This is an optimization exercise on Yosys and OpenROAD, whose aim is small area, a short achievable clock period and few clock cycles, not a production implementation.
Only simulation tests tie the RTL to the original design; equivalence was not proved.
Power figures rest on the tool's default switching activity, not on a simulated workload.

==> flow/design.v (outline; a module is shown in full before it is edited, if it fits) <==
// module rde_sieve: 990 lines
// module rde_sieve_grp0: 252 lines
// module rde_sieve_grp1: 319 lines
// module rde_sieve_grp2: 324 lines
// module rde_sieve_grp3: 329 lines
// module rde_sieve_grp4: 331 lines
// module rde_sieve_grp5: 328 lines
// module rde_sieve_grp6: 329 lines
// module rde_sieve_grp7: 329 lines
// module rde_sieve_gosel: 9 lines
module rde_sieve (
    input  wire        clk,
    input  wire        rst,
    input  wire        ld_en,
    input  wire [5:0]  ld_idx,
    input  wire [15:0] ld_data,
    input  wire        set_en,
    input  wire [63:0] set_lsb,
    input  wire [2:0]  set_mod6,
    input  wire        go,
    input  wire [1:0]  go_mode,
    input  wire [7:0]  go_count,
    output reg         out_valid,
    output reg  [63:0] out_lsb,
    output reg         done,
    output wire [63:0] lsb
);
  // ...
==> flow/flow/run.sh <==
#!/bin/bash
# Own layout flow: the standard ORFS flow (standard.sh) with
#  - the standard synthesis script (synth_recipe.tcl), except that ABC maps the
#    lane group modules (rde_sieve_grp*) with flow/area.abc, an area-oriented
#    script; the top module keeps ORFS's script, and the registers are unchanged,
#  - timing repair aiming at a setup slack margin (the achieved period shrinks),
#  - ABC's buffers removed before placement, more antenna repair iterations,
#  - gate sizing not restricted to cells of the same footprint,
#  - ports buffered with buf_2 (every port still gets its buffer).
# The ORFS tools write their full logs under orfs/logs; this script's own
# output goes to run.log.
exec > run.log 2>&1
set -x
HERE=$(pwd)
cat > my_synth.tcl <<EOT
proc abc {args} {
  set i [lsearch -exact \$args -script]
  set ga \$args
  if {\$i >= 0} { lset ga [expr {\$i + 1}] $HERE/flow/area.abc }
  yosys select rde_sieve_grp*
  yosys abc {*}\$ga
  yosys select -clear
  yosys select rde_sieve rde_sieve_gosel
  yosys abc {*}\$args
  yosys select -clear
}
source $HERE/synth_recipe.tcl
EOT
sed -e "s|SYNTH_SCRIPT=[^ ]*synth_recipe.tcl|SYNTH_SCRIPT=$HERE/my_synth.tcl|" \
    -e 's|"\${@:-finish}"|MATCH_CELL_FOOTPRINT=0 "\${@:-finish}"|' standard.sh > my_standard.sh
grep -c my_synth.tcl my_standard.sh
export SETUP_SLACK_MARGIN=18.6
export BUFFER_PORTS_ARGS="-buffer_cell sky130_fd_sc_hd__buf_2"
export REMOVE_ABC_BUFFERS=1
export MAX_REPAIR_ANTENNAS_ITER_DRT=20
export MAX_REPAIR_ANTENNAS_ITER_GRT=10
bash my_standard.sh finish
==> flow/flow/area.abc <==
&get -n
&st
&dc2
&syn2
&dch -f
&nf -R 1000 -a
&put
==> flow/standard.sh <==
#!/bin/bash
# synth_recipe.tcl (not shown) runs the flow's synth.tcl, then flattens the netlist and writes it again
# the make line also repeats each setting of config.mk as NAME=value (left out here)
make -C /OpenROAD-flow-scripts/flow DESIGN_CONFIG=/design/flow/config.mk WORK_HOME=/design/flow/orfs CLKGATE_MAP_FILE= SYNTH_SCRIPT=/design/flow/synth_recipe.tcl "${@:-finish}"
==> flow/config.mk <==
export PLATFORM = sky130hd
export DESIGN_NAME = rde_sieve
export DESIGN_NICKNAME = rde_sieve
export VERILOG_FILES = /design/flow/design.v
export SDC_FILE = /design/flow/constraint.sdc
export NUM_CORES = 8
export LEC_CHECK = 0
export CAP_MARGIN = 50
export CORE_MARGIN = 2
export CORE_UTILIZATION = 30
export CTS_CLUSTER_DIAMETER = 80
export CTS_CLUSTER_SIZE = 24
export SLEW_MARGIN = 50
export SYNTH_HIERARCHICAL = 1
==> flow/constraint.sdc <==
create_clock -name core_clock -period 25.0 [get_ports {clk}]
set_input_delay 5.0000 -clock core_clock [delete_from_list [all_inputs] [get_ports {clk}]]
set_output_delay 5.0000 -clock core_clock [all_outputs]
set_load 0.01 [all_outputs]
==> reports/results.tsv, run 1 <==
stage	metric	value	unit
outcome	outcome	finished clean	
clock_network	CTS resizes	266	
global_routing	Remaining Overflow, GRT	0	
worst_setup_path	CP bufs+invs	3	
final_layout	Final Instance Area	90040	um^2
final_layout	Non-clock buffers	611	
pwr	post-layout power	0.01101	W
worst_setup_path	Setup crit start	go_count[1]	
clock_network	Root Buffer	clkbuf_16	
floorplanning	Die H	511.9	um
synth	Syn Inst Count	10750	
placement	HPWL Detailed	437.1	mm
worst_setup_path	CP Max Fanout	10	
final_layout	multi-input combinational area share	61.43	%
final_layout	share of layout cells above drive strength 1	11.80	%
sta	minimum clock period	6.496	ns
pwr	Comb group	0.00810	W
clock_network	CTS tree	done	
pwr	Logic pwr share	73.6	%
drt	Antenna Violating Nets Remaining	0	
final_layout	most common cell after layout, fill and taps aside	nand2_1	
placement	placed cell area	84290	um^2
worst_setup_path	Data required, critical path	25.71	ns
worst_setup_path	cell family with most CP delay	simple AND/OR/NAND/NOR gates	
pwr	switch share	62.61	%
floorplanning	TAP cells	3384	
worst_setup_path	WP depth	10	
worst_setup_path	critical-path cell list	buf_8 > nor4_4 > nand2_4 > and3_4 > a211oi_4 > or2_4 > buf_6 > buf_6 > o21ai_1 > a221o_1	
final_layout	multi-input logic area	55310	um^2
global_routing	number of global-route vias before repair	87160	
drt	met1 wire length	227.8	mm
final_layout	clk cell area share	2.952	%
worst_setup_path	CP max stage delay	0.34	ns
sta	RSZ-0062 raised after global routing	true	
worst_setup_path	Reg2Reg Depth	24	
worst_setup_path	worst reg-to-reg setup slack	18.76	ns
sta	crit share post-route	25.99	%
floorplanning	Initial Utilization	30.15	%
drt	Highest Signal Layer	met5	
global_routing	initial antenna violation count	71	
Testbench counts, summed over its fixed seeds: cycles 2,160.
==> run 2: changes to the inputs <==
--- a/flow/design.v
+++ b/flow/design.v
@@ -519,37 +519,32 @@
     else if (step) t63[8:4] <= ts_g7[71:67];
   always @(posedge clk)
     if (wr_en[63]) t63[3:0] <= wdata[3:0];
     else if (step & z_g7[7]) t63[3:0] <= ts_g7[66:63];
   wire [15:0] hA = hA_g0 | hA_g1 | hA_g2 | hA_g3 | hA_g4 | hA_g5 | hA_g6 | hA_g7;
   wire [15:0] hB = hB_g0 | hB_g1 | hB_g2 | hB_g3 | hB_g4 | hB_g5 | hB_g6 | hB_g7;
   wire [15:0] hS = hS_g0 | hS_g1 | hS_g2 | hS_g3 | hS_g4 | hS_g5 | hS_g6 | hS_g7;
   assign rd_t = rd_g0 | rd_g1 | rd_g2 | rd_g3 | rd_g4 | rd_g5 | rd_g6 | rd_g7;
-  reg  [8:0] rd_reg;      
-  reg  [5:0] rn_d;
-  reg        r_v;
-  reg  [2:0] rb_reg;      
-  reg        rah_reg;
-  assign rd_q = rd_reg[8:4];
+  assign rd_q = rd_t[8:4];
   reg  [15:0] kA, kB, kS;
   always @(posedge clk)
     if (step) begin
       kA <= hA;
       kB <= hB;
       kS <= hS;
     end
   wire [2:0] z_cls;
   assign z_cls[0] = (z_idx == 6'd16) | (z_idx == 6'd17) | (z_idx == 6'd18) | (z_idx == 6'd19) | (z_idx == 6'd20) | (z_idx == 6'd21) | (z_idx == 6'd22) | (z_idx == 6'd23) | (z_idx == 6'd24) | (z_idx == 6'd25) | (z_idx == 6'd26) | (z_idx == 6'd52) | (z_idx == 6'd53) | (z_idx == 6'd54) | (z_idx == 6'd55) | (z_idx == 6'd56) | (z_idx == 6'd57) | (z_idx == 6'd58) | (z_idx == 6'd59) | (z_idx == 6'd60) | (z_idx == 6'd61) | (z_idx == 6'd62) | (z_idx == 6'd63);
   assign z_cls[1] = (z_idx == 6'd9) | (z_idx == 6'd10) | (z_idx == 6'd11) | (z_idx == 6'd12) | (z_idx == 6'd16) | (z_idx == 6'd17) | (z_idx == 6'd18) | (z_idx == 6'd19) | (z_idx == 6'd20) | (z_idx == 6'd21) | (z_idx == 6'd22) | (z_idx == 6'd23) | (z_idx == 6'd24) | (z_idx == 6'd25) | (z_idx == 6'd26);
   assign z_cls[2] = (z_idx == 6'd29) | (z_idx == 6'd30) | (z_idx == 6'd31) | (z_idx == 6'd32) | (z_idx == 6'd33) | (z_idx == 6'd34) | (z_idx == 6'd35) | (z_idx == 6'd36) | (z_idx == 6'd37) | (z_idx == 6'd38) | (z_idx == 6'd39) | (z_idx == 6'd40) | (z_idx == 6'd41) | (z_idx == 6'd42) | (z_idx == 6'd43) | (z_idx == 6'd44) | (z_idx == 6'd45) | (z_idx == 6'd46) | (z_idx == 6'd47) | (z_idx == 6'd48) | (z_idx == 6'd49) | (z_idx == 6'd52) | (z_idx == 6'd53) | (z_idx == 6'd54) | (z_idx == 6'd55) | (z_idx == 6'd56) | (z_idx == 6'd57) | (z_idx == 6'd58) | (z_idx == 6'd59) | (z_idx == 6'd60) | (z_idx == 6'd61) | (z_idx == 6'd62) | (z_idx == 6'd63);
   wire [2:0] r_cls;
-  assign r_cls[0] = (rn_d == 6'd16) | (rn_d == 6'd17) | (rn_d == 6'd18) | (rn_d == 6'd19) | (rn_d == 6'd20) | (rn_d == 6'd21) | (rn_d == 6'd22) | (rn_d == 6'd23) | (rn_d == 6'd24) | (rn_d == 6'd25) | (rn_d == 6'd26) | (rn_d == 6'd52) | (rn_d == 6'd53) | (rn_d == 6'd54) | (rn_d == 6'd55) | (rn_d == 6'd56) | (rn_d == 6'd57) | (rn_d == 6'd58) | (rn_d == 6'd59) | (rn_d == 6'd60) | (rn_d == 6'd61) | (rn_d == 6'd62) | (rn_d == 6'd63);
-  assign r_cls[1] = (rn_d == 6'd9) | (rn_d == 6'd10) | (rn_d == 6'd11) | (rn_d == 6'd12) | (rn_d == 6'd16) | (rn_d == 6'd17) | (rn_d == 6'd18) | (rn_d == 6'd19) | (rn_d == 6'd20) | (rn_d == 6'd21) | (rn_d == 6'd22) | (rn_d == 6'd23) | (rn_d == 6'd24) | (rn_d == 6'd25) | (rn_d == 6'd26);
-  assign r_cls[2] = (rn_d == 6'd29) | (rn_d == 6'd30) | (rn_d == 6'd31) | (rn_d == 6'd32) | (rn_d == 6'd33) | (rn_d == 6'd34) | (rn_d == 6'd35) | (rn_d == 6'd36) | (rn_d == 6'd37) | (rn_d == 6'd38) | (rn_d == 6'd39) | (rn_d == 6'd40) | (rn_d == 6'd41) | (rn_d == 6'd42) | (rn_d == 6'd43) | (rn_d == 6'd44) | (rn_d == 6'd45) | (rn_d == 6'd46) | (rn_d == 6'd47) | (rn_d == 6'd48) | (rn_d == 6'd49) | (rn_d == 6'd52) | (rn_d == 6'd53) | (rn_d == 6'd54) | (rn_d == 6'd55) | (rn_d == 6'd56) | (rn_d == 6'd57) | (rn_d == 6'd58) | (rn_d == 6'd59) | (rn_d == 6'd60) | (rn_d == 6'd61) | (rn_d == 6'd62) | (rn_d == 6'd63);
+  assign r_cls[0] = (rn_i == 6'd16) | (rn_i == 6'd17) | (rn_i == 6'd18) | (rn_i == 6'd19) | (rn_i == 6'd20) | (rn_i == 6'd21) | (rn_i == 6'd22) | (rn_i == 6'd23) | (rn_i == 6'd24) | (rn_i == 6'd25) | (rn_i == 6'd26) | (rn_i == 6'd52) | (rn_i == 6'd53) | (rn_i == 6'd54) | (rn_i == 6'd55) | (rn_i == 6'd56) | (rn_i == 6'd57) | (rn_i == 6'd58) | (rn_i == 6'd59) | (rn_i == 6'd60) | (rn_i == 6'd61) | (rn_i == 6'd62) | (rn_i == 6'd63);
+  assign r_cls[1] = (rn_i == 6'd9) | (rn_i == 6'd10) | (rn_i == 6'd11) | (rn_i == 6'd12) | (rn_i == 6'd16) | (rn_i == 6'd17) | (rn_i == 6'd18) | (rn_i == 6'd19) | (rn_i == 6'd20) | (rn_i == 6'd21) | (rn_i == 6'd22) | (rn_i == 6'd23) | (rn_i == 6'd24) | (rn_i == 6'd25) | (rn_i == 6'd26);
+  assign r_cls[2] = (rn_i == 6'd29) | (rn_i == 6'd30) | (rn_i == 6'd31) | (rn_i == 6'd32) | (rn_i == 6'd33) | (rn_i == 6'd34) | (rn_i == 6'd35) | (rn_i == 6'd36) | (rn_i == 6'd37) | (rn_i == 6'd38) | (rn_i == 6'd39) | (rn_i == 6'd40) | (rn_i == 6'd41) | (rn_i == 6'd42) | (rn_i == 6'd43) | (rn_i == 6'd44) | (rn_i == 6'd45) | (rn_i == 6'd46) | (rn_i == 6'd47) | (rn_i == 6'd48) | (rn_i == 6'd49) | (rn_i == 6'd52) | (rn_i == 6'd53) | (rn_i == 6'd54) | (rn_i == 6'd55) | (rn_i == 6'd56) | (rn_i == 6'd57) | (rn_i == 6'd58) | (rn_i == 6'd59) | (rn_i == 6'd60) | (rn_i == 6'd61) | (rn_i == 6'd62) | (rn_i == 6'd63);
   wire [1:0] wenc2;
   assign wenc2[0] = (wbin[8:4] == 5'd0) | (wbin[8:4] == 5'd2);
   assign wenc2[1] = (wbin[8:4] == 5'd1) | (wbin[8:4] == 5'd2);
   wire [4:0] rdec2;
   assign rdec2[0] = (rd_q[1:0] == 2'd2);
   assign rdec2[1] = (rd_q[1:0] == 2'd3);
   assign rdec2[2] = 1'b0;
   assign rdec2[3] = 1'b0;
@@ -582,17 +577,17 @@
   assign wenc5[3] = (wbin[8:4] == 5'd2) | (wbin[8:4] == 5'd4) | (wbin[8:4] == 5'd6) | (wbin[8:4] == 5'd7) | (wbin[8:4] == 5'd8) | (wbin[8:4] == 5'd10) | (wbin[8:4] == 5'd11) | (wbin[8:4] == 5'd15) | (wbin[8:4] == 5'd16) | (wbin[8:4] == 5'd17) | (wbin[8:4] == 5'd18) | (wbin[8:4] == 5'd19) | (wbin[8:4] == 5'd22) | (wbin[8:4] == 5'd23) | (wbin[8:4] == 5'd25) | (wbin[8:4] == 5'd28);
   assign wenc5[4] = (wbin[8:4] == 5'd1) | (wbin[8:4] == 5'd3) | (wbin[8:4] == 5'd5) | (wbin[8:4] == 5'd6) | (wbin[8:4] == 5'd7) | (wbin[8:4] == 5'd9) | (wbin[8:4] == 5'd10) | (wbin[8:4] == 5'd14) | (wbin[8:4] == 5'd15) | (wbin[8:4] == 5'd16) | (wbin[8:4] == 5'd17) | (wbin[8:4] == 5'd18) | (wbin[8:4] == 5'd21) | (wbin[8:4] == 5'd22) | (wbin[8:4] == 5'd24) | (wbin[8:4] == 5'd27);
   wire [4:0] rdec5;
   assign rdec5[0] = (rd_q[4:0] == 5'd3) | (rd_q[4:0] == 5'd4) | (rd_q[4:0] == 5'd11) | (rd_q[4:0] == 5'd12) | (rd_q[4:0] == 5'd13) | (rd_q[4:0] == 5'd15) | (rd_q[4:0] == 5'd16) | (rd_q[4:0] == 5'd18) | (rd_q[4:0] == 5'd19) | (rd_q[4:0] == 5'd20) | (rd_q[4:0] == 5'd21) | (rd_q[4:0] == 5'd23) | (rd_q[4:0] == 5'd24) | (rd_q[4:0] == 5'd29) | (rd_q[4:0] == 5'd30);
   assign rdec5[1] = (rd_q[4:0] == 5'd2) | (rd_q[4:0] == 5'd5) | (rd_q[4:0] == 5'd8) | (rd_q[4:0] == 5'd12) | (rd_q[4:0] == 5'd13) | (rd_q[4:0] == 5'd15) | (rd_q[4:0] == 5'd17) | (rd_q[4:0] == 5'd18) | (rd_q[4:0] == 5'd20) | (rd_q[4:0] == 5'd24) | (rd_q[4:0] == 5'd25) | (rd_q[4:0] == 5'd26) | (rd_q[4:0] == 5'd27) | (rd_q[4:0] == 5'd29) | (rd_q[4:0] == 5'd31);
   assign rdec5[2] = (rd_q[4:0] == 5'd2) | (rd_q[4:0] == 5'd3) | (rd_q[4:0] == 5'd4) | (rd_q[4:0] == 5'd6) | (rd_q[4:0] == 5'd7) | (rd_q[4:0] == 5'd9) | (rd_q[4:0] == 5'd10) | (rd_q[4:0] == 5'd12) | (rd_q[4:0] == 5'd17) | (rd_q[4:0] == 5'd19) | (rd_q[4:0] == 5'd21) | (rd_q[4:0] == 5'd24) | (rd_q[4:0] == 5'd25) | (rd_q[4:0] == 5'd26) | (rd_q[4:0] == 5'd29);
   assign rdec5[3] = (rd_q[4:0] == 5'd2) | (rd_q[4:0] == 5'd3) | (rd_q[4:0] == 5'd4) | (rd_q[4:0] == 5'd5) | (rd_q[4:0] == 5'd6) | (rd_q[4:0] == 5'd9) | (rd_q[4:0] == 5'd11) | (rd_q[4:0] == 5'd13) | (rd_q[4:0] == 5'd14) | (rd_q[4:0] == 5'd17) | (rd_q[4:0] == 5'd18) | (rd_q[4:0] == 5'd22) | (rd_q[4:0] == 5'd23) | (rd_q[4:0] == 5'd24) | (rd_q[4:0] == 5'd27);
   assign rdec5[4] = (rd_q[4:0] == 5'd2) | (rd_q[4:0] == 5'd4) | (rd_q[4:0] == 5'd5) | (rd_q[4:0] == 5'd7) | (rd_q[4:0] == 5'd9) | (rd_q[4:0] == 5'd11) | (rd_q[4:0] == 5'd12) | (rd_q[4:0] == 5'd15) | (rd_q[4:0] == 5'd18) | (rd_q[4:0] == 5'd19) | (rd_q[4:0] == 5'd22) | (rd_q[4:0] == 5'd25) | (rd_q[4:0] == 5'd28) | (rd_q[4:0] == 5'd30) | (rd_q[4:0] == 5'd31);
-  wire [8:0] rd_tb = {r_cls == 3'd2 ? rdec2 : r_cls == 3'd3 ? rdec3 : r_cls == 3'd4 ? rdec4 : r_cls == 3'd5 ? rdec5 : rd_q, rd_reg[3:0]};
+  wire [8:0] rd_tb = {r_cls == 3'd2 ? rdec2 : r_cls == 3'd3 ? rdec3 : r_cls == 3'd4 ? rdec4 : r_cls == 3'd5 ? rdec5 : rd_q, rd_t[3:0]};
   wire [5:0] s1_idx;
   wire [8:0] s1_p;
   assign s1_p[0] = (s1_idx == 6'd0) | (s1_idx == 6'd1) | (s1_idx == 6'd2) | (s1_idx == 6'd3) | (s1_idx == 6'd4) | (s1_idx == 6'd5) | (s1_idx == 6'd6) | (s1_idx == 6'd7) | (s1_idx == 6'd8) | (s1_idx == 6'd9) | (s1_idx == 6'd10) | (s1_idx == 6'd11) | (s1_idx == 6'd12) | (s1_idx == 6'd13) | (s1_idx == 6'd14) | (s1_idx == 6'd15) | (s1_idx == 6'd16) | (s1_idx == 6'd17) | (s1_idx == 6'd18) | (s1_idx == 6'd19) | (s1_idx == 6'd20) | (s1_idx == 6'd21) | (s1_idx == 6'd22) | (s1_idx == 6'd23) | (s1_idx == 6'd24) | (s1_idx == 6'd25) | (s1_idx == 6'd26) | (s1_idx == 6'd27) | (s1_idx == 6'd28) | (s1_idx == 6'd29) | (s1_idx == 6'd30) | (s1_idx == 6'd31) | (s1_idx == 6'd32) | (s1_idx == 6'd33) | (s1_idx == 6'd34) | (s1_idx == 6'd35) | (s1_idx == 6'd36) | (s1_idx == 6'd37) | (s1_idx == 6'd38) | (s1_idx == 6'd39) | (s1_idx == 6'd40) | (s1_idx == 6'd41) | (s1_idx == 6'd42) | (s1_idx == 6'd43) | (s1_idx == 6'd44) | (s1_idx == 6'd45) | (s1_idx == 6'd46) | (s1_idx == 6'd47) | (s1_idx == 6'd48) | (s1_idx == 6'd49) | (s1_idx == 6'd50) | (s1_idx == 6'd51) | (s1_idx == 6'd52) | (s1_idx == 6'd53) | (s1_idx == 6'd54) | (s1_idx == 6'd55) | (s1_idx == 6'd56) | (s1_idx == 6'd57) | (s1_idx == 6'd58) | (s1_idx == 6'd59) | (s1_idx == 6'd60) | (s1_idx == 6'd61) | (s1_idx == 6'd62) | (s1_idx == 6'd63);
   assign s1_p[1] = (s1_idx == 6'd1) | (s1_idx == 6'd2) | (s1_idx == 6'd5) | (s1_idx == 6'd6) | (s1_idx == 6'd8) | (s1_idx == 6'd11) | (s1_idx == 6'd12) | (s1_idx == 6'd14) | (s1_idx == 6'd16) | (s1_idx == 6'd17) | (s1_idx == 6'd19) | (s1_idx == 6'd20) | (s1_idx == 6'd24) | (s1_idx == 6'd25) | (s1_idx == 6'd28) | (s1_idx == 6'd29) | (s1_idx == 6'd31) | (s1_idx == 6'd33) | (s1_idx == 6'd35) | (s1_idx == 6'd36) | (s1_idx == 6'd38) | (s1_idx == 6'd40) | (s1_idx == 6'd43) | (s1_idx == 6'd44) | (s1_idx == 6'd45) | (s1_idx == 6'd46) | (s1_idx == 6'd49) | (s1_idx == 6'd51) | (s1_idx == 6'd53) | (s1_idx == 6'd55) | (s1_idx == 6'd58) | (s1_idx == 6'd60) | (s1_idx == 6'd61);
   assign s1_p[2] = (s1_idx == 6'd0) | (s1_idx == 6'd1) | (s1_idx == 6'd3) | (s1_idx == 6'd6) | (s1_idx == 6'd7) | (s1_idx == 6'd8) | (s1_idx == 6'd9) | (s1_idx == 6'd12) | (s1_idx == 6'd13) | (s1_idx == 6'd15) | (s1_idx == 6'd17) | (s1_idx == 6'd19) | (s1_idx == 6'd23) | (s1_idx == 6'd24) | (s1_idx == 6'd26) | (s1_idx == 6'd28) | (s1_idx == 6'd32) | (s1_idx == 6'd33) | (s1_idx == 6'd34) | (s1_idx == 6'd36) | (s1_idx == 6'd37) | (s1_idx == 6'd39) | (s1_idx == 6'd40) | (s1_idx == 6'd42) | (s1_idx == 6'd43) | (s1_idx == 6'd45) | (s1_idx == 6'd47) | (s1_idx == 6'd49) | (s1_idx == 6'd53) | (s1_idx == 6'd54) | (s1_idx == 6'd55) | (s1_idx == 6'd56) | (s1_idx == 6'd59) | (s1_idx == 6'd61) | (s1_idx == 6'd63);
   assign s1_p[3] = (s1_idx == 6'd2) | (s1_idx == 6'd3) | (s1_idx == 6'd7) | (s1_idx == 6'd8) | (s1_idx == 6'd10) | (s1_idx == 6'd11) | (s1_idx == 6'd12) | (s1_idx == 6'd14) | (s1_idx == 6'd15) | (s1_idx == 6'd18) | (s1_idx == 6'd19) | (s1_idx == 6'd21) | (s1_idx == 6'd25) | (s1_idx == 6'd26) | (s1_idx == 6'd28) | (s1_idx == 6'd30) | (s1_idx == 6'd31) | (s1_idx == 6'd34) | (s1_idx == 6'd37) | (s1_idx == 6'd40) | (s1_idx == 6'd45) | (s1_idx == 6'd48) | (s1_idx == 6'd49) | (s1_idx == 6'd51) | (s1_idx == 6'd54) | (s1_idx == 6'd55) | (s1_idx == 6'd57) | (s1_idx == 6'd58) | (s1_idx == 6'd62) | (s1_idx == 6'd63);
   assign s1_p[4] = (s1_idx == 6'd4) | (s1_idx == 6'd5) | (s1_idx == 6'd6) | (s1_idx == 6'd7) | (s1_idx == 6'd8) | (s1_idx == 6'd13) | (s1_idx == 6'd14) | (s1_idx == 6'd15) | (s1_idx == 6'd20) | (s1_idx == 6'd21) | (s1_idx == 6'd27) | (s1_idx == 6'd28) | (s1_idx == 6'd32) | (s1_idx == 6'd33) | (s1_idx == 6'd34) | (s1_idx == 6'd38) | (s1_idx == 6'd39) | (s1_idx == 6'd40) | (s1_idx == 6'd44) | (s1_idx == 6'd45) | (s1_idx == 6'd50) | (s1_idx == 6'd51) | (s1_idx == 6'd56) | (s1_idx == 6'd57) | (s1_idx == 6'd58) | (s1_idx == 6'd60) | (s1_idx == 6'd61) | (s1_idx == 6'd62) | (s1_idx == 6'd63);
   assign s1_p[5] = (s1_idx == 6'd9) | (s1_idx == 6'd10) | (s1_idx == 6'd11) | (s1_idx == 6'd12) | (s1_idx == 6'd13) | (s1_idx == 6'd14) | (s1_idx == 6'd15) | (s1_idx == 6'd22) | (s1_idx == 6'd23) | (s1_idx == 6'd24) | (s1_idx == 6'd25) | (s1_idx == 6'd26) | (s1_idx == 6'd27) | (s1_idx == 6'd28) | (s1_idx == 6'd35) | (s1_idx == 6'd36) | (s1_idx == 6'd37) | (s1_idx == 6'd38) | (s1_idx == 6'd39) | (s1_idx == 6'd40) | (s1_idx == 6'd46) | (s1_idx == 6'd47) | (s1_idx == 6'd48) | (s1_idx == 6'd49) | (s1_idx == 6'd50) | (s1_idx == 6'd51) | (s1_idx == 6'd59) | (s1_idx == 6'd60) | (s1_idx == 6'd61) | (s1_idx == 6'd62) | (s1_idx == 6'd63);
@@ -649,40 +644,34 @@
   endfunction
   reg        c_v;
   reg [8:0]  c_dat;
   reg        z_v;
   reg [8:0]  z_ca, z_add, z_v6, z_p;
   wire       ren_issue = (state == S_REN);
   wire       c_lo  = ({1'b0, c_idx} <= ptr);           
   wire       r_lo  = ({1'b0, rn_i} < ptr);
-  assign     s1_idx = c_v ? c_idx : rn_d;
+  assign     s1_idx = c_v ? c_idx : rn_i;
   wire [2:0] s1_a   = c_v ? (c_lo ? eL : eH) : e;
-  wire [8:0] s1_b   = c_v ? c_dat : {6'd0, rb_reg};
-  assign     s1_ah  = c_v ? (c_lo ? aL : aH) : rah_reg;
+  wire [8:0] s1_b   = c_v ? c_dat : {6'd0, (r_lo ? eL : eH)};
+  assign     s1_ah  = c_v ? (c_lo ? aL : aH) : (r_lo ? aL : aH);
   wire [8:0] s1_kb  = s1_ah ? {{(9-4){1'b0}}, k} + s1_p - 9'd16 : {{(9-4){1'b0}}, k};
   wire [8:0] s1_ld  = s1_sm ? {5'd0, s1_kks} : s1_kb;
   wire [9:0] s1_rr  = {1'b0, rd_tb} + (s1_ah ? (s1_sm ? {6'd0, s1_pws} : 10'd16) : 10'd0);
   wire [9:0] s1_rm  = s1_rr - {1'b0, s1_p};
   wire [8:0] s1_rn  = s1_rm[9] ? s1_rr[8:0] : s1_rm[8:0];
   wire [8:0] s1_add = c_v ? s1_ld : s1_rn;
   always @(posedge clk) begin
     if (rst) begin
       c_v <= 1'b0;
       z_v <= 1'b0;
-      r_v <= 1'b0;
     end else begin
       c_v <= ld_en;
-      r_v <= ren_issue;
-      z_v <= c_v | r_v;
+      z_v <= c_v | ren_issue;
     end
-    rd_reg <= rd_t;
-    rn_d   <= rn_i;
-    rb_reg <= r_lo ? eL : eH;
-    rah_reg <= r_lo ? aL : aH;
     c_idx <= ld_idx;
     c_dat <= ld_data[8:0];
     z_idx <= s1_idx;
     z_ca  <= f_div6({6'd0, s1_a}, s1_p6, s1_pm5[0]);
     z_v6  <= f_div6(s1_b, s1_p6, s1_pm5[0]);
     z_add <= s1_add;
     z_p   <= s1_p;
   end
@@ -757,118 +746,176 @@
   assign wr_en[61] = z_v & (z_idx == 6'd61);
   assign wr_en[62] = z_v & (z_idx == 6'd62);
   assign wr_en[63] = z_v & (z_idx == 6'd63);
   function [5:0] ip_init(input [1:0] md, input [3:0] kk, input [2:0] ee);
     if (ee == 3'd0) ip_init = {1'b0, kk, 1'b0};
     else if (md == 2'd0 && ee <= 3'd2) ip_init = {1'b0, kk, 1'b1};
     else ip_init = {1'b0, kk, 1'b0} + 6'd2;
   endfunction
-  wire [5:0] ip_i0 = ip_init(2'd0, k, e);    
-  wire [5:0] ip_i1 = ip_init(2'd1, k, e);    
-  wire m_plain = (mode == 2'd0);
-  wire m_safe  = (mode == 2'd2);
-  wire [15:0] k2 = m_safe ? kS : kB;
-  reg  [31:0] m;
+  wire idle = (state == S_IDLE);
+  wire [1:0] sel = idle ? go_mode : mode;
+  wire [5:0] ip_p = idle ? ip_init(2'd0, k, e) : ip;
+  wire [5:0] ip_t = idle ? ip_init(2'd1, k, e) : ip;
+  reg  [31:0] m0, m1, m2;
   integer jj;
   always @* begin
     for (jj = 0; jj < 16; jj = jj + 1) begin
-      m[2*jj]   = ~kA[jj] & (m_plain | ~k2[jj]) & (2*jj >= ip);
-      m[2*jj+1] = ~k2[jj] & m_plain & (2*jj+1 >= ip);
+      m0[2*jj]   = ~kA[jj] & (2*jj >= ip_p);
+      m0[2*jj+1] = ~kB[jj] & (2*jj+1 >= ip_p);
+      m1[2*jj]   = ~kA[jj] & ~kB[jj] & (2*jj >= ip_t);
+      m1[2*jj+1] = 1'b0;
+      m2[2*jj]   = ~kA[jj] & ~kS[jj] & (2*jj >= ip_t);
+      m2[2*jj+1] = 1'b0;
     end
   end
-  reg  [31:0] below, f1;
-  reg              more;
-  integer ii;
+  reg  [31:0] below0, f1_0;
+  reg              more0;
+  integer ii0;
   always @* begin
-    below[0] = 1'b0;
-    for (ii = 1; ii < 32; ii = ii + 1)
-      below[ii] = below[ii-1] | m[ii-1];
-    more = 1'b0;
-    for (ii = 0; ii < 32; ii = ii + 1) begin
-      f1[ii] = m[ii] & ~below[ii];
-      if (m[ii] & below[ii]) more = 1'b1;
+    below0[0] = 1'b0;
+    for (ii0 = 1; ii0 < 32; ii0 = ii0 + 1)
+      below0[ii0] = below0[ii0-1] | m0[ii0-1];
+    more0 = 1'b0;
+    for (ii0 = 0; ii0 < 32; ii0 = ii0 + 1) begin
+      f1_0[ii0] = m0[ii0] & ~below0[ii0];
+      if (m0[ii0] & below0[ii0]) more0 = 1'b1;
     end
   end
-  wire any  = |m;
-  wire idle = (state == S_IDLE);
-  reg g0, g1, g2;
-  integer gg;
+  wire any0 = |m0;
+  reg  [31:0] below1, f1_1;
+  reg              more1;
+  integer ii1;
+  always @* begin
+    below1[0] = 1'b0;
+    for (ii1 = 1; ii1 < 32; ii1 = ii1 + 1)
+      below1[ii1] = below1[ii1-1] | m1[ii1-1];
+    more1 = 1'b0;
+    for (ii1 = 0; ii1 < 32; ii1 = ii1 + 1) begin
+      f1_1[ii1] = m1[ii1] & ~below1[ii1];
+      if (m1[ii1] & below1[ii1]) more1 = 1'b1;
+    end
+  end
+  wire any1 = |m1;
+  reg  [31:0] below2, f1_2;
+  reg              more2;
+  integer ii2;
   always @* begin
-    g0 = 1'b0; g1 = 1'b0; g2 = 1'b0;
-    for (gg = 0; gg < 16; gg = gg + 1) begin
-      g0 = g0 | (~kA[gg] & (2*gg >= ip_i0)) | (~kB[gg] & (2*gg+1 >= ip_i0));
-      g1 = g1 | (~kA[gg] & ~kB[gg] & (2*gg >= ip_i1));
-      g2 = g2 | (~kA[gg] & ~kS[gg] & (2*gg >= ip_i1));
+    below2[0] = 1'b0;
+    for (ii2 = 1; ii2 < 32; ii2 = ii2 + 1)
+      below2[ii2] = below2[ii2-1] | m2[ii2-1];
+    more2 = 1'b0;
+    for (ii2 = 0; ii2 < 32; ii2 = ii2 + 1) begin
+      f1_2[ii2] = m2[ii2] & ~below2[ii2];
+      if (m2[ii2] & below2[ii2]) more2 = 1'b1;
     end
   end
-  wire gskip;
-  rde_sieve_gosel u_gosel (.go(go), .go_mode(go_mode), .go_count(go_count),
-    .sp(idle & kv_ok & ~g0), .st(idle & kv_ok & ~g1), .ss(idle & kv_ok & ~g2), .gskip(gskip));
-  wire last = (left == 8'd1);
-  wire [5:0] ipn_p;
-  assign ipn_p[0] = f1[0] | f1[2] | f1[4] | f1[6] | f1[8] | f1[10] | f1[12] | f1[14] | f1[16] | f1[18] | f1[20] | f1[22] | f1[24] | f1[26] | f1[28] | f1[30];
-  assign ipn_p[1] = f1[1] | f1[2] | f1[5] | f1[6] | f1[9] | f1[10] | f1[13] | f1[14] | f1[17] | f1[18] | f1[21] | f1[22] | f1[25] | f1[26] | f1[29] | f1[30];
-  assign ipn_p[2] = f1[3] | f1[4] | f1[5] | f1[6] | f1[11] | f1[12] | f1[13] | f1[14] | f1[19] | f1[20] | f1[21] | f1[22] | f1[27] | f1[28] | f1[29] | f1[30];
-  assign ipn_p[3] = f1[7] | f1[8] | f1[9] | f1[10] | f1[11] | f1[12] | f1[13] | f1[14] | f1[23] | f1[24] | f1[25] | f1[26] | f1[27] | f1[28] | f1[29] | f1[30];
-  assign ipn_p[4] = f1[15] | f1[16] | f1[17] | f1[18] | f1[19] | f1[20] | f1[21] | f1[22] | f1[23] | f1[24] | f1[25] | f1[26] | f1[27] | f1[28] | f1[29] | f1[30];
-  assign ipn_p[5] = f1[31];
-  wire [5:0] ipn_t;
-  assign ipn_t[0] = f1[1] | f1[3] | f1[5] | f1[7] | f1[9] | f1[11] | f1[13] | f1[15] | f1[17] | f1[19] | f1[21] | f1[23] | f1[25] | f1[27] | f1[29];
-  assign ipn_t[1] = f1[0] | f1[1] | f1[4] | f1[5] | f1[8] | f1[9] | f1[12] | f1[13] | f1[16] | f1[17] | f1[20] | f1[21] | f1[24] | f1[25] | f1[28] | f1[29];
-  assign ipn_t[2] = f1[2] | f1[3] | f1[4] | f1[5] | f1[10] | f1[11] | f1[12] | f1[13] | f1[18] | f1[19] | f1[20] | f1[21] | f1[26] | f1[27] | f1[28] | f1[29];
-  assign ipn_t[3] = f1[6] | f1[7] | f1[8] | f1[9] | f1[10] | f1[11] | f1[12] | f1[13] | f1[22] | f1[23] | f1[24] | f1[25] | f1[26] | f1[27] | f1[28] | f1[29];
-  assign ipn_t[4] = f1[14] | f1[15] | f1[16] | f1[17] | f1[18] | f1[19] | f1[20] | f1[21] | f1[22] | f1[23] | f1[24] | f1[25] | f1[26] | f1[27] | f1[28] | f1[29];
-  assign ipn_t[5] = f1[30] | f1[31];
-  wire [7:0] off_f;
-  assign off_f[0] = 1'b0;
-  assign off_f[1] = f1[1] | f1[2] | f1[5] | f1[6] | f1[9] | f1[10] | f1[13] | f1[14] | f1[17] | f1[18] | f1[21] | f1[22] | f1[25] | f1[26] | f1[29] | f1[30];
-  assign off_f[2] = f1[2] | f1[4] | f1[5] | f1[7] | f1[10] | f1[12] | f1[13] | f1[15] | f1[18] | f1[20] | f1[21] | f1[23] | f1[26] | f1[28] | f1[29] | f1[31];
-  assign off_f[3] = f1[3] | f1[4] | f1[5] | f1[8] | f1[9] | f1[10] | f1[14] | f1[15] | f1[19] | f1[20] | f1[21] | f1[24] | f1[25] | f1[26] | f1[30] | f1[31];
-  assign off_f[4] = f1[6] | f1[7] | f1[8] | f1[9] | f1[10] | f1[16] | f1[17] | f1[18] | f1[19] | f1[20] | f1[21] | f1[27] | f1[28] | f1[29] | f1[30] | f1[31];
-  assign off_f[5] = f1[11] | f1[12] | f1[13] | f1[14] | f1[15] | f1[16] | f1[17] | f1[18] | f1[19] | f1[20] | f1[21];
-  assign off_f[6] = f1[22] | f1[23] | f1[24] | f1[25] | f1[26] | f1[27] | f1[28] | f1[29] | f1[30] | f1[31];
-  assign off_f[7] = 1'b0;
-  wire [7:0] off_np;
-  assign off_np[0] = 1'b0;
-  assign off_np[1] = f1[0] | f1[1] | f1[4] | f1[5] | f1[8] | f1[9] | f1[12] | f1[13] | f1[16] | f1[17] | f1[20] | f1[21] | f1[24] | f1[25] | f1[28] | f1[29];
-  assign off_np[2] = f1[1] | f1[3] | f1[4] | f1[6] | f1[9] | f1[11] | f1[12] | f1[14] | f1[17] | f1[19] | f1[20] | f1[22] | f1[25] | f1[27] | f1[28] | f1[30];
-  assign off_np[3] = f1[2] | f1[3] | f1[4] | f1[7] | f1[8] | f1[9] | f1[13] | f1[14] | f1[18] | f1[19] | f1[20] | f1[23] | f1[24] | f1[25] | f1[29] | f1[30];
-  assign off_np[4] = f1[5] | f1[6] | f1[7] | f1[8] | f1[9] | f1[15] | f1[16] | f1[17] | f1[18] | f1[19] | f1[20] | f1[26] | f1[27] | f1[28] | f1[29] | f1[30];
-  assign off_np[5] = f1[10] | f1[11] | f1[12] | f1[13] | f1[14] | f1[15] | f1[16] | f1[17] | f1[18] | f1[19] | f1[20] | f1[31];
-  assign off_np[6] = f1[21] | f1[22] | f1[23] | f1[24] | f1[25] | f1[26] | f1[27] | f1[28] | f1[29] | f1[30] | f1[31];
-  assign off_np[7] = 1'b0;
-  wire [7:0] off_nt;
-  assign off_nt[0] = 1'b0;
-  assign off_nt[1] = f1[0] | f1[3] | f1[4] | f1[7] | f1[8] | f1[11] | f1[12] | f1[15] | f1[16] | f1[19] | f1[20] | f1[23] | f1[24] | f1[27] | f1[28];
-  assign off_nt[2] = f1[0] | f1[2] | f1[3] | f1[5] | f1[8] | f1[10] | f1[11] | f1[13] | f1[16] | f1[18] | f1[19] | f1[21] | f1[24] | f1[26] | f1[27] | f1[29];
-  assign off_nt[3] = f1[1] | f1[2] | f1[3] | f1[6] | f1[7] | f1[8] | f1[12] | f1[13] | f1[17] | f1[18] | f1[19] | f1[22] | f1[23] | f1[24] | f1[28] | f1[29];
-  assign off_nt[4] = f1[4] | f1[5] | f1[6] | f1[7] | f1[8] | f1[14] | f1[15] | f1[16] | f1[17] | f1[18] | f1[19] | f1[25] | f1[26] | f1[27] | f1[28] | f1[29];
-  assign off_nt[5] = f1[9] | f1[10] | f1[11] | f1[12] | f1[13] | f1[14] | f1[15] | f1[16] | f1[17] | f1[18] | f1[19] | f1[30] | f1[31];
-  assign off_nt[6] = f1[20] | f1[21] | f1[22] | f1[23] | f1[24] | f1[25] | f1[26] | f1[27] | f1[28] | f1[29] | f1[30] | f1[31];
-  assign off_nt[7] = 1'b0;
-  wire wend_p = f1[31];
-  wire wend_t = f1[30] | f1[31];
-  wire [5:0] ip_next = m_plain ? ipn_p : ipn_t;
-  wire [7:0]  off_n  = m_plain ? off_np : off_nt;
-  wire wrap_end = m_plain ? wend_p : wend_t;
+  wire any2 = |m2;
+  wire [5:0] ipn_0;
+  assign ipn_0[0] = f1_0[0] | f1_0[2] | f1_0[4] | f1_0[6] | f1_0[8] | f1_0[10] | f1_0[12] | f1_0[14] | f1_0[16] | f1_0[18] | f1_0[20] | f1_0[22] | f1_0[24] | f1_0[26] | f1_0[28] | f1_0[30];
+  assign ipn_0[1] = f1_0[1] | f1_0[2] | f1_0[5] | f1_0[6] | f1_0[9] | f1_0[10] | f1_0[13] | f1_0[14] | f1_0[17] | f1_0[18] | f1_0[21] | f1_0[22] | f1_0[25] | f1_0[26] | f1_0[29] | f1_0[30];
+  assign ipn_0[2] = f1_0[3] | f1_0[4] | f1_0[5] | f1_0[6] | f1_0[11] | f1_0[12] | f1_0[13] | f1_0[14] | f1_0[19] | f1_0[20] | f1_0[21] | f1_0[22] | f1_0[27] | f1_0[28] | f1_0[29] | f1_0[30];
+  assign ipn_0[3] = f1_0[7] | f1_0[8] | f1_0[9] | f1_0[10] | f1_0[11] | f1_0[12] | f1_0[13] | f1_0[14] | f1_0[23] | f1_0[24] | f1_0[25] | f1_0[26] | f1_0[27] | f1_0[28] | f1_0[29] | f1_0[30];
+  assign ipn_0[4] = f1_0[15] | f1_0[16] | f1_0[17] | f1_0[18] | f1_0[19] | f1_0[20] | f1_0[21] | f1_0[22] | f1_0[23] | f1_0[24] | f1_0[25] | f1_0[26] | f1_0[27] | f1_0[28] | f1_0[29] | f1_0[30];
+  assign ipn_0[5] = f1_0[31];
+  wire [7:0] offn_0;
+  assign offn_0[0] = 1'b0;
+  assign offn_0[1] = f1_0[0] | f1_0[1] | f1_0[4] | f1_0[5] | f1_0[8] | f1_0[9] | f1_0[12] | f1_0[13] | f1_0[16] | f1_0[17] | f1_0[20] | f1_0[21] | f1_0[24] | f1_0[25] | f1_0[28] | f1_0[29];
+  assign offn_0[2] = f1_0[1] | f1_0[3] | f1_0[4] | f1_0[6] | f1_0[9] | f1_0[11] | f1_0[12] | f1_0[14] | f1_0[17] | f1_0[19] | f1_0[20] | f1_0[22] | f1_0[25] | f1_0[27] | f1_0[28] | f1_0[30];
+  assign offn_0[3] = f1_0[2] | f1_0[3] | f1_0[4] | f1_0[7] | f1_0[8] | f1_0[9] | f1_0[13] | f1_0[14] | f1_0[18] | f1_0[19] | f1_0[20] | f1_0[23] | f1_0[24] | f1_0[25] | f1_0[29] | f1_0[30];
+  assign offn_0[4] = f1_0[5] | f1_0[6] | f1_0[7] | f1_0[8] | f1_0[9] | f1_0[15] | f1_0[16] | f1_0[17] | f1_0[18] | f1_0[19] | f1_0[20] | f1_0[26] | f1_0[27] | f1_0[28] | f1_0[29] | f1_0[30];
+  assign offn_0[5] = f1_0[10] | f1_0[11] | f1_0[12] | f1_0[13] | f1_0[14] | f1_0[15] | f1_0[16] | f1_0[17] | f1_0[18] | f1_0[19] | f1_0[20] | f1_0[31];
+  assign offn_0[6] = f1_0[21] | f1_0[22] | f1_0[23] | f1_0[24] | f1_0[25] | f1_0[26] | f1_0[27] | f1_0[28] | f1_0[29] | f1_0[30] | f1_0[31];
+  assign offn_0[7] = 1'b0;
+  wire wend_0 = f1_0[31];
+  wire [7:0] offf_0;
+  assign offf_0[0] = 1'b0;
+  assign offf_0[1] = f1_0[1] | f1_0[2] | f1_0[5] | f1_0[6] | f1_0[9] | f1_0[10] | f1_0[13] | f1_0[14] | f1_0[17] | f1_0[18] | f1_0[21] | f1_0[22] | f1_0[25] | f1_0[26] | f1_0[29] | f1_0[30];
+  assign offf_0[2] = f1_0[2] | f1_0[4] | f1_0[5] | f1_0[7] | f1_0[10] | f1_0[12] | f1_0[13] | f1_0[15] | f1_0[18] | f1_0[20] | f1_0[21] | f1_0[23] | f1_0[26] | f1_0[28] | f1_0[29] | f1_0[31];
+  assign offf_0[3] = f1_0[3] | f1_0[4] | f1_0[5] | f1_0[8] | f1_0[9] | f1_0[10] | f1_0[14] | f1_0[15] | f1_0[19] | f1_0[20] | f1_0[21] | f1_0[24] | f1_0[25] | f1_0[26] | f1_0[30] | f1_0[31];
+  assign offf_0[4] = f1_0[6] | f1_0[7] | f1_0[8] | f1_0[9] | f1_0[10] | f1_0[16] | f1_0[17] | f1_0[18] | f1_0[19] | f1_0[20] | f1_0[21] | f1_0[27] | f1_0[28] | f1_0[29] | f1_0[30] | f1_0[31];
+  assign offf_0[5] = f1_0[11] | f1_0[12] | f1_0[13] | f1_0[14] | f1_0[15] | f1_0[16] | f1_0[17] | f1_0[18] | f1_0[19] | f1_0[20] | f1_0[21];
+  assign offf_0[6] = f1_0[22] | f1_0[23] | f1_0[24] | f1_0[25] | f1_0[26] | f1_0[27] | f1_0[28] | f1_0[29] | f1_0[30] | f1_0[31];
+  assign offf_0[7] = 1'b0;
+  wire [5:0] ipn_1;
+  assign ipn_1[0] = 1'b0;
+  assign ipn_1[1] = f1_1[0] | f1_1[4] | f1_1[8] | f1_1[12] | f1_1[16] | f1_1[20] | f1_1[24] | f1_1[28];
+  assign ipn_1[2] = f1_1[2] | f1_1[4] | f1_1[10] | f1_1[12] | f1_1[18] | f1_1[20] | f1_1[26] | f1_1[28];
+  assign ipn_1[3] = f1_1[6] | f1_1[8] | f1_1[10] | f1_1[12] | f1_1[22] | f1_1[24] | f1_1[26] | f1_1[28];
+  assign ipn_1[4] = f1_1[14] | f1_1[16] | f1_1[18] | f1_1[20] | f1_1[22] | f1_1[24] | f1_1[26] | f1_1[28];
+  assign ipn_1[5] = f1_1[30];
+  wire [7:0] offn_1;
+  assign offn_1[0] = 1'b0;
+  assign offn_1[1] = f1_1[0] | f1_1[4] | f1_1[8] | f1_1[12] | f1_1[16] | f1_1[20] | f1_1[24] | f1_1[28];
+  assign offn_1[2] = f1_1[0] | f1_1[2] | f1_1[8] | f1_1[10] | f1_1[16] | f1_1[18] | f1_1[24] | f1_1[26];
+  assign offn_1[3] = f1_1[2] | f1_1[6] | f1_1[8] | f1_1[12] | f1_1[18] | f1_1[22] | f1_1[24] | f1_1[28];
+  assign offn_1[4] = f1_1[4] | f1_1[6] | f1_1[8] | f1_1[14] | f1_1[16] | f1_1[18] | f1_1[26] | f1_1[28];
+  assign offn_1[5] = f1_1[10] | f1_1[12] | f1_1[14] | f1_1[16] | f1_1[18] | f1_1[30];
+  assign offn_1[6] = f1_1[20] | f1_1[22] | f1_1[24] | f1_1[26] | f1_1[28] | f1_1[30];
+  assign offn_1[7] = 1'b0;
+  wire wend_1 = f1_1[30];
+  wire [7:0] offf_1;
+  assign offf_1[0] = 1'b0;
+  assign offf_1[1] = f1_1[2] | f1_1[6] | f1_1[10] | f1_1[14] | f1_1[18] | f1_1[22] | f1_1[26] | f1_1[30];
+  assign offf_1[2] = f1_1[2] | f1_1[4] | f1_1[10] | f1_1[12] | f1_1[18] | f1_1[20] | f1_1[26] | f1_1[28];
+  assign offf_1[3] = f1_1[4] | f1_1[8] | f1_1[10] | f1_1[14] | f1_1[20] | f1_1[24] | f1_1[26] | f1_1[30];
+  assign offf_1[4] = f1_1[6] | f1_1[8] | f1_1[10] | f1_1[16] | f1_1[18] | f1_1[20] | f1_1[28] | f1_1[30];
+  assign offf_1[5] = f1_1[12] | f1_1[14] | f1_1[16] | f1_1[18] | f1_1[20];
+  assign offf_1[6] = f1_1[22] | f1_1[24] | f1_1[26] | f1_1[28] | f1_1[30];
+  assign offf_1[7] = 1'b0;
+  wire [5:0] ipn_2;
+  assign ipn_2[0] = 1'b0;
+  assign ipn_2[1] = f1_2[0] | f1_2[4] | f1_2[8] | f1_2[12] | f1_2[16] | f1_2[20] | f1_2[24] | f1_2[28];
+  assign ipn_2[2] = f1_2[2] | f1_2[4] | f1_2[10] | f1_2[12] | f1_2[18] | f1_2[20] | f1_2[26] | f1_2[28];
+  assign ipn_2[3] = f1_2[6] | f1_2[8] | f1_2[10] | f1_2[12] | f1_2[22] | f1_2[24] | f1_2[26] | f1_2[28];
+  assign ipn_2[4] = f1_2[14] | f1_2[16] | f1_2[18] | f1_2[20] | f1_2[22] | f1_2[24] | f1_2[26] | f1_2[28];
+  assign ipn_2[5] = f1_2[30];
+  wire [7:0] offn_2;
+  assign offn_2[0] = 1'b0;
+  assign offn_2[1] = f1_2[0] | f1_2[4] | f1_2[8] | f1_2[12] | f1_2[16] | f1_2[20] | f1_2[24] | f1_2[28];
+  assign offn_2[2] = f1_2[0] | f1_2[2] | f1_2[8] | f1_2[10] | f1_2[16] | f1_2[18] | f1_2[24] | f1_2[26];
+  assign offn_2[3] = f1_2[2] | f1_2[6] | f1_2[8] | f1_2[12] | f1_2[18] | f1_2[22] | f1_2[24] | f1_2[28];
+  assign offn_2[4] = f1_2[4] | f1_2[6] | f1_2[8] | f1_2[14] | f1_2[16] | f1_2[18] | f1_2[26] | f1_2[28];
+  assign offn_2[5] = f1_2[10] | f1_2[12] | f1_2[14] | f1_2[16] | f1_2[18] | f1_2[30];
+  assign offn_2[6] = f1_2[20] | f1_2[22] | f1_2[24] | f1_2[26] | f1_2[28] | f1_2[30];
+  assign offn_2[7] = 1'b0;
+  wire wend_2 = f1_2[30];
+  wire [7:0] offf_2;
+  assign offf_2[0] = 1'b0;
+  assign offf_2[1] = f1_2[2] | f1_2[6] | f1_2[10] | f1_2[14] | f1_2[18] | f1_2[22] | f1_2[26] | f1_2[30];
+  assign offf_2[2] = f1_2[2] | f1_2[4] | f1_2[10] | f1_2[12] | f1_2[18] | f1_2[20] | f1_2[26] | f1_2[28];
+  assign offf_2[3] = f1_2[4] | f1_2[8] | f1_2[10] | f1_2[14] | f1_2[20] | f1_2[24] | f1_2[26] | f1_2[30];
+  assign offf_2[4] = f1_2[6] | f1_2[8] | f1_2[10] | f1_2[16] | f1_2[18] | f1_2[20] | f1_2[28] | f1_2[30];
+  assign offf_2[5] = f1_2[12] | f1_2[14] | f1_2[16] | f1_2[18] | f1_2[20];
+  assign offf_2[6] = f1_2[22] | f1_2[24] | f1_2[26] | f1_2[28] | f1_2[30];
+  assign offf_2[7] = 1'b0;
+  wire any  = (sel == 2'd1) ? any1  : (sel == 2'd2) ? any2  : any0;
+  wire more = (sel == 2'd1) ? more1 : (sel == 2'd2) ? more2 : more0;
+  wire wrap_end = (sel == 2'd1) ? wend_1 : (sel == 2'd2) ? wend_2 : wend_0;
+  wire [5:0] ip_next = (sel == 2'd1) ? ipn_1 : (sel == 2'd2) ? ipn_2 : ipn_0;
+  wire [7:0] off_f = (sel == 2'd1) ? offf_1 : (sel == 2'd2) ? offf_2 : offf_0;
+  wire [7:0] off_n = (sel == 2'd1) ? offn_1 : (sel == 2'd2) ? offn_2 : offn_0;
+  wire [7:0]  lft  = idle ? go_count : left;
+  wire        last = (lft == 8'd1);
+  wire        refused = (mode == 2'd3) || (left == 8'd0);
+  wire        run_ok = (state == S_RUN) & ~refused;
+  wire        act = idle ? (go & kv_ok & (go_mode != 2'd3) & (go_count != 8'd0)) : run_ok;
   wire fill = (state == S_FILL);
-  assign step = fill | gskip | (run_ok & (~any | (last ? wrap_end : ~more)));
+  assign step = fill | (act & (~any | (last ? wrap_end : ~more)));
   reg  [7:0]  o_pend;
   wire [7:0]  o = {k, 2'b0} + {k, 1'b0} + {5'd0, e};
+  wire [7:0]  o_cur = idle ? o : o_pend;
   wire [55:0] hi_inc = lsb_r[63:8] + 56'd1;
-  wire [9:0]  lo_base = {2'b0, lsb_r[7:0]} - {2'b0, idle ? o : o_pend};
+  wire [9:0]  lo_base = {2'b0, lsb_r[7:0]} - {2'b0, o_cur};
   wire [9:0]  lo_out = lo_base + {2'b0, off_f};
-  wire [9:0]  lo_adv = lo_base + ((run_ok & any & last) ? {2'b0, off_n} : 10'd96);
+  wire [9:0]  lo_adv = lo_base + ((any & last) ? {2'b0, off_n} : 10'd96);
   wire [63:0] lsb_out = {lo_out[8] ? hi_inc : lsb_r[63:8], lo_out[7:0]};
   wire [63:0] lsb_adv = {lo_adv[8] ? hi_inc : lsb_r[63:8], lo_adv[7:0]};
-  wire        refused = (mode == 2'd3) || (left == 8'd0);
-  wire        run_ok = (state == S_RUN) & ~refused;
-  wire        set_l = set_en;           
-  wire        adv_l = gskip | (run_ok & (~any | last | ~more));
+  wire        set_l = idle & set_en;
+  wire        adv_l = act & (~any | last | ~more);
   always @(posedge clk)
     lsb_r <= ({64{set_l}} & set_lsb) | ({64{adv_l}} & lsb_adv) | ({64{~(set_l | adv_l)}} & lsb_r);
   wire [2:0] e_set = (set_mod6 == 3'd5) ? 3'd0 : set_mod6 + 3'd1;
   wire       need_lo = (ptr != 7'd0) && ((eL != e) || aL);
   wire       need_hi = (ptr != 7'd64) && ((eH != e) || aH);
   wire       need_ren = need_lo | need_hi;
   reg  [6:0] rn_hi;
   wire       ld_adv = c_v && (c_idx == ptr[5:0]) && !ptr[6];
@@ -888,45 +935,49 @@
       aL        <= 1'b0;
       aH        <= 1'b0;
       rn_i      <= 6'd0;
     end else begin
       out_valid <= 1'b0;
       done      <= 1'b0;
       ptr       <= ptr1;
       if (ld_en) kv_ok <= 1'b0;
-      if (set_en) begin
-        e     <= e_set;
-        if (e_set != e) kv_ok <= 1'b0;
-        if (ptr1 == 7'd0) begin
-          eL <= e_set;
-          aL <= 1'b0;
-        end else if (ptr1 == 7'd64) begin
-          ptr <= 7'd0;
-          eH  <= eL;
-          aH  <= aL;
-          eL  <= e_set;
-          aL  <= 1'b0;
-        end
-      end
       case (state)
         S_IDLE: begin
+          if (set_en) begin
+            e     <= e_set;
+            if (e_set != e) kv_ok <= 1'b0;
+            if (ptr1 == 7'd0) begin
+              eL <= e_set;
+              aL <= 1'b0;
+            end else if (ptr1 == 7'd64) begin
+              ptr <= 7'd0;
+              eH  <= eL;
+              aH  <= aL;
+              eL  <= e_set;
+              aL  <= 1'b0;
+            end
+          end
           if (go) begin
-            mode   <= go_mode;
-            left   <= go_count;
-            ip     <= gskip ? 6'd0 : (go_mode == 2'd0) ? ip_i0 : ip_i1;
-            o_pend <= gskip ? 8'd0 : o;
-            state  <= kv_ok ? S_RUN : S_PREP;
+            mode <= go_mode;
+            left <= go_count;
+            if (go_mode == 2'd3 || go_count == 8'd0) begin
+              done <= 1'b1;
+            end else if (!kv_ok) begin
+              ip     <= ip_init(go_mode, k, e);
+              o_pend <= o;
+              state  <= S_PREP;
+            end
           end
         end
         S_PREP: begin
           if (refused) begin
             done  <= 1'b1;
             state <= S_IDLE;
-          end else if (!c_v && !r_v) begin
+          end else if (!c_v) begin
             if (need_ren) begin
               if (!z_v) begin
                 state <= S_REN;
                 rn_i  <= need_lo ? 6'd0 : ptr[5:0];
                 rn_hi <= need_hi ? 7'd64 : ptr;
               end
             end else begin
               state <= S_FILL;
@@ -946,50 +997,55 @@
         end
         S_FILL: begin
           state <= S_RUN;
         end
         S_RUN: begin
           if (refused) begin
             done  <= 1'b1;
             state <= S_IDLE;
-          end else if (!any) begin
-            ip     <= 6'd0;
-            o_pend <= 8'd0;
-          end else begin
-            out_valid <= 1'b1;
-            left      <= left - 8'd1;
-            if (last) begin
-              done  <= 1'b1;
-              state <= S_IDLE;
-              kv_ok <= 1'b1;
-              ptr   <= 7'd0;
-              aL    <= 1'b0;
-              aH    <= 1'b1;
-              if (wrap_end) begin
-                k  <= 4'd0;
-                e  <= 3'd0;
-                eL <= 3'd0;
-                eH <= 3'd0;
-              end else begin
-                k  <= ip_next[4:1];
-                e  <= {ip_next[0], 1'b0};
-                eL <= {ip_next[0], 1'b0};
-                eH <= {ip_next[0], 1'b0};
-              end
-            end else if (more) begin
-              ip <= ip_next;
-            end else begin
-              ip     <= 6'd0;
-              o_pend <= 8'd0;
-            end
           end
         end
         default: state <= S_IDLE;
       endcase
+      if (act) begin
+        if (idle) state <= S_RUN;
+        if (!any) begin
+          ip     <= 6'd0;
+          o_pend <= 8'd0;
+        end else begin
+          out_valid <= 1'b1;
+          left      <= lft - 8'd1;
+          if (last) begin
+            done  <= 1'b1;
+            state <= S_IDLE;
+            kv_ok <= 1'b1;
+            ptr   <= 7'd0;
+            aL    <= 1'b0;
+            aH    <= 1'b1;
+            if (wrap_end) begin
+              k  <= 4'd0;
+              e  <= 3'd0;
+              eL <= 3'd0;
+              eH <= 3'd0;
+            end else begin
+              k  <= ip_next[4:1];
+              e  <= {ip_next[0], 1'b0};
+              eL <= {ip_next[0], 1'b0};
+              eH <= {ip_next[0], 1'b0};
+            end
+          end else if (more) begin
+            ip     <= ip_next;
+            o_pend <= o_cur;
+          end else begin
+            ip     <= 6'd0;
+            o_pend <= 8'd0;
+          end
+        end
+      end
     end
   end
 endmodule
 module rde_sieve_grp0 (
     input  wire [33:0] tv,
     input  wire [5:0] rn_i,
     output wire [33:0] tsv,
     output wire [7:0] zv,
@@ -3524,17 +3580,8 @@
   assign hS[10] = (e56_16 & d56_8) | (e57_10 & d57_14) | (e58_8 & d58_0) | (e59_11 & d59_5) | (e60_8 & d60_10) | (e61_2 & d61_4) | (e62_18 & d62_9) | (e63_12 & d63_3);
   assign hS[11] = (e56_16 & d56_9) | (e57_10 & d57_15) | (e58_8 & d58_1) | (e59_11 & d59_6) | (e60_8 & d60_11) | (e61_2 & d61_5) | (e62_18 & d62_10) | (e63_12 & d63_4);
   assign hS[12] = (e56_16 & d56_10) | (e57_11 & d57_0) | (e58_8 & d58_2) | (e59_11 & d59_7) | (e60_8 & d60_12) | (e61_2 & d61_6) | (e62_18 & d62_11) | (e63_12 & d63_5);
   assign hS[13] = (e56_16 & d56_11) | (e57_11 & d57_1) | (e58_8 & d58_3) | (e59_11 & d59_8) | (e60_8 & d60_13) | (e61_2 & d61_7) | (e62_18 & d62_12) | (e63_12 & d63_6);
   assign hS[14] = (e56_16 & d56_12) | (e57_11 & d57_2) | (e58_8 & d58_4) | (e59_11 & d59_9) | (e60_8 & d60_14) | (e61_2 & d61_8) | (e62_18 & d62_13) | (e63_12 & d63_7);
   assign hS[15] = (e56_16 & d56_13) | (e57_11 & d57_3) | (e58_8 & d58_5) | (e59_11 & d59_10) | (e60_8 & d60_15) | (e61_2 & d61_9) | (e62_18 & d62_14) | (e63_12 & d63_8);
   assign rd = ({9{rn_i == 6'd56}} & t56) | ({9{rn_i == 6'd57}} & t57) | ({9{rn_i == 6'd58}} & t58) | ({9{rn_i == 6'd59}} & t59) | ({9{rn_i == 6'd60}} & t60) | ({9{rn_i == 6'd61}} & t61) | ({9{rn_i == 6'd62}} & t62) | ({9{rn_i == 6'd63}} & t63);
 endmodule
-module rde_sieve_gosel (
-    input  wire       go,
-    input  wire [1:0] go_mode,
-    input  wire [7:0] go_count,
-    input  wire       sp, st, ss,
-    output wire       gskip
-);
-  assign gskip = go & (|go_count) & ((go_mode == 2'd0) ? sp : (go_mode == 2'd1) ? st : (go_mode == 2'd2) ? ss : 1'b0);
-endmodule
==> flow/flow/run.sh (replaced) <==
#!/bin/bash
# Own layout flow: the standard ORFS flow (standard.sh, standard synthesis
# unchanged), with timing repair aiming at a setup slack margin so that the
# achieved period shrinks, ABC's buffers removed before placement (the
# resizer buffers the design itself), and more antenna repair iterations.
# The ORFS tools write their full logs under orfs/logs; this script's own
# output goes to run.log.
exec > run.log 2>&1
set -x
export SETUP_SLACK_MARGIN=19
export REMOVE_ABC_BUFFERS=1
export MAX_REPAIR_ANTENNAS_ITER_DRT=20
export MAX_REPAIR_ANTENNAS_ITER_GRT=10
bash standard.sh finish
==> flow/config.mk (replaced) <==
export PLATFORM = sky130hd
export DESIGN_NAME = rde_sieve
export DESIGN_NICKNAME = rde_sieve
export VERILOG_FILES = /design/flow/design.v
export SDC_FILE = /design/flow/constraint.sdc
export NUM_CORES = 8
export LEC_CHECK = 0
export CAP_MARGIN = 35
export CORE_MARGIN = 2
export CORE_UTILIZATION = 30
export SLEW_MARGIN = 35
export SYNTH_HIERARCHICAL = 1
removed: flow/flow/area.abc
==> run 2 against run 1 <==
Effect of this change:
- largest cell class unchanged
- count of clock-buffer cells in the layout rose by 48
- combinational power rose by 13%
- flip-flop and latch count fell by 19
- fmax fell by 22%
- highest routed layer unchanged
- via count rose by 1.9%
- critical endpoint is now lsb_r[43]
- sequential power fell by 5%
==> reports/results.tsv, run 2 <==
stage	metric	value	unit	change
drt	WL/cell	36.15	um	
pwr	P per Cell Area	120.9	nW/um^2	
drt	routed wire length	531.0	mm	
worst_setup_path	worst reg-to-reg setup slack	17.12	ns	-1.64 ns
outcome	outcome	finished clean		
clock_network	H-tree levels	3		
hold_path	HP Start	lsb_r[60]		
floorplanning	Placeable Area	273900	um^2	
synth	YS warnings	7		
clock_network	Root Buffer	clkbuf_16		
global_routing	first-pass GRT wire length	720.4	mm	
hold_path	HP Class	flop to flop		
sta	final slew viol count	0		
sta	minimum clock period	8.309	ns	+1.813 ns
global_routing	Global Route Usage Sum	35.74	%	
sta	clock skew	0.03637	ns	
drt	Antenna Violating Nets Remaining	0		unchanged
worst_setup_path	critical path type	input port to flop		
worst_setup_path	reg-to-reg startpoint	k[0]		
clock_network	Bufs on Longest Clock Path	4		
clock_network	CTS tree	done		
sta	crit share post-route	33.24	%	+7.3 points
clock_network	hold_buf cts	0		
worst_setup_path	cell family with most CP delay	compound AO/OA/AOI/OAI gates		
sta	setup_tns	0	ns	
final_layout	most common cell after layout, fill and taps aside	nand2_1		
worst_setup_path	Reg2Reg Depth	27		+13%
synth	Synth Area per Inst	7.543	um^2	
placement	HPWL Detailed	380.6	mm	-13%
floorplanning	I/O pin cnt	234		
pwr	Pleak	37.91	nW	
global_routing	Remaining Overflow, GRT	0		unchanged
placement	port bufs	226		
worst_setup_path	Data required, critical path	25.80	ns	+0.09 ns
worst_setup_path	CP bufs+invs	8		+5
worst_setup_path	WP data arrival	9.11	ns	
run	max-cap violations	0		
worst_setup_path	endpoint class of the critical path	flop		
worst_setup_path	Critical Path Slowest Stage Cell	or4_4		
clock_network	clk latency of the worst-skew pair	0.88	ns	
sta	fmax	0.1204	GHz	
global_routing	number of global-route vias before repair	89550		+2.7%
drt	1st-iter DRT viols	15700		
clock_network	Clk pin slew, worst setup/hold paths	0.06	ns	
pwr	Peak supply drop	700.8	uV	
clock_network	CTS Buf Count	106		
drt	DR vias/cell	6.719		
final_layout	post-layout util	37.03	%	
clock_network	CTS Sinks	764		
drt	Residual DRC	0		
final_layout	fin nets	11400		
worst_setup_path	CP most frequent cell	buf_6		
hold_path	Worst Hold Path EP	out_lsb[60]		
floorplanning	Chip Width	528.9	um	
final_layout	Finished Layout Cells	14690		
worst_setup_path	startpoint class of the critical path	input port		
hold_path	WHS Path Cells	1		
global_routing	initial antenna violation count	39		-45%
drt	via count	98700		
floorplanning	std cell rows	192		
placement	Cells after DPL	14080		
final_layout	top flop regs	lsb_r (64), out_lsb (64)		
placement	global placement routability congestion	1.141		
final_layout	share of layout cells above drive strength 1	19.50	%	+7.7 points
worst_setup_path	CP max stage delay	0.45	ns	+0.11 ns
floorplanning	Initial Utilization	30.18	%	about the same
synth	Cell Area, Synth	82650	um^2	
sta	final hold vios	0		
placement	Setup Slack @ Placement	13.88	ns	
floorplanning	total die area	279700	um^2	
worst_setup_path	Critical R2R Capture	lsb_r[43]		
sta	Slew headroom	21.99	%	
drt	DRT Pass-1 Iters	10		
global_routing	largest net degree at the start of global routing	73		
floorplanning	Die H	528.9	um	+3.3%
worst_setup_path	CP Max Fanout	4		-6
sta	RSZ-0062 raised after global routing	true		
synth	Syn Inst Count	10960		+1.9%
final_layout	Area Growth Syn to Fin	22.70	%	
sta	worst path setup slack after routing	16.69	ns	
sta	Worst Tran Pin Value	1.159	ns	
sta	count of final setup violators	0		
final_layout	most frequent cells in the layout	nand2_1, nor2_1, o22ai_1, o21ai_0, edfxtp_1		
[run 2: worst max path at each step]
stage | from | endpoint | slack (ns) | depth (start not counted)
after floorplan | rn_i[0] | z_v6[8] | 12.78 | 24
after global placement | go_mode[1] | t38[1] | 13.99 | 18
after detailed placement | go_mode[1] | t31[3] | 13.88 | 18
after CTS | go_mode[1] | lsb_r[62] | 16.79 | 26
after global routing | go_mode[1] | lsb_r[43] | 16.60 | 27
final | go_mode[1] | lsb_r[43] | 16.69 | 27
[run 2: layer usage]
layer,share of wire (%),global-route usage [%],vias up
li1,-,-,41250
met1,39,46.22,47900
met2,40,50.52,7630
met3,13,11.87,1891
met4,8.3,22.77,36
met5,0.040,0,-
[run 2: worst reg2reg max path, cell delays in order, from the launching register on]
cell       delay (ns)
dfxtp_2          0.63
ha_1             0.66
inv_1            0.26
o21ai_0          0.65
nand2_1          0.32
a311o_1          0.52
a41oi_1          0.55
nand2b_1         0.27
or3_1            0.22
o31ai_1          0.15
or4_4            0.60
o41ai_4          0.36
a21oi_2          0.14
ha_1             0.32
a21o_1           0.16
a21o_1           0.16
a21o_1           0.18
a21oi_2          0.17
inv_1            0.07
a21oi_2          0.20
nor3_4           0.07
xor2_1           0.18
buf_6            0.16
nor3_4           0.19
buf_6            0.19
clkbuf_16        0.20
a32oi_1          0.11
o21ai_1          0.12
[run 2: metrics by stage]
stage / cell area [um^2] / hold WS [ns] / power [W]
after floorplan: 78170 / 0.4785 / 0.004130
after global placement: 87080 / 0.5012 / 0.008060
after detailed placement: 87610 / 0.5095 / 0.008077
after CTS: 98780 / 0.5183 / 0.01082
after global routing: 101400 / 0.4950 / 0.01252
final: 101400 / 0.4814 / 0.01226
[run 2: layout make-up]
class | count | area (um^2)
Timing Repair Buffer | 846 | 9489
Clock inverter | 59 | 650.6
Clock buffer | 126 | 2909
Fill cell | 28400 | 172500
Timing Repair inverter | 3 | 65.06
Sequential cell | 764 | 21060
Antenna cell | 23 | 57.56
Inverter | 423 | 1630
Multi-Input combinational cell | 8856 | 61060
Tap cell | 3589 | 4491
[run 2: what timing repair did]
item                                    4_1_cts  5_1_grt
resized for setup                          1774      335
endpoints found under the setup margin     1163     1149
buffers inserted                            228      102
pin swaps                                   193      165
hold endpoints to repair                      0        0
cloned                                       56       11
[run 2: report_power, final]
part	internal [W]	leakage [nW]	total, W	switching (W)
Clock	0.000942	1.75	0.00161	0.000668
Sequential	0.00144	6.79	0.00152	0.0000794
Combinational	0.00265	29.4	0.00913	0.00649
Total	0.00503	37.9	0.0123	0.00723
Testbench counts of run 2, summed over its fixed seeds: cycles 2,069.

[port drivers added, routing unchanged]
The results above use ideal ports. As a check the final layouts listed here were re-extracted and re-timed, cells and wires unchanged.
Step 1, drivers: a clkbuf_16 drives clk and a buf_2 each remaining input, both assumed.
Step 2 also shifts input and output timing later by t, the mid clock arrival at the registers, as if the neighbouring blocks saw the same clock.
Three values: no drivers, after step 1, after step 2; two values: the first two.
run | t (ns) | setup WS [ns]
run 1 | 0.863 | 18.504 / 18.490 / 17.697
run 2 | 0.974 | 16.691 / 16.667 / 15.693
After both steps every run listed still meets setup and hold.
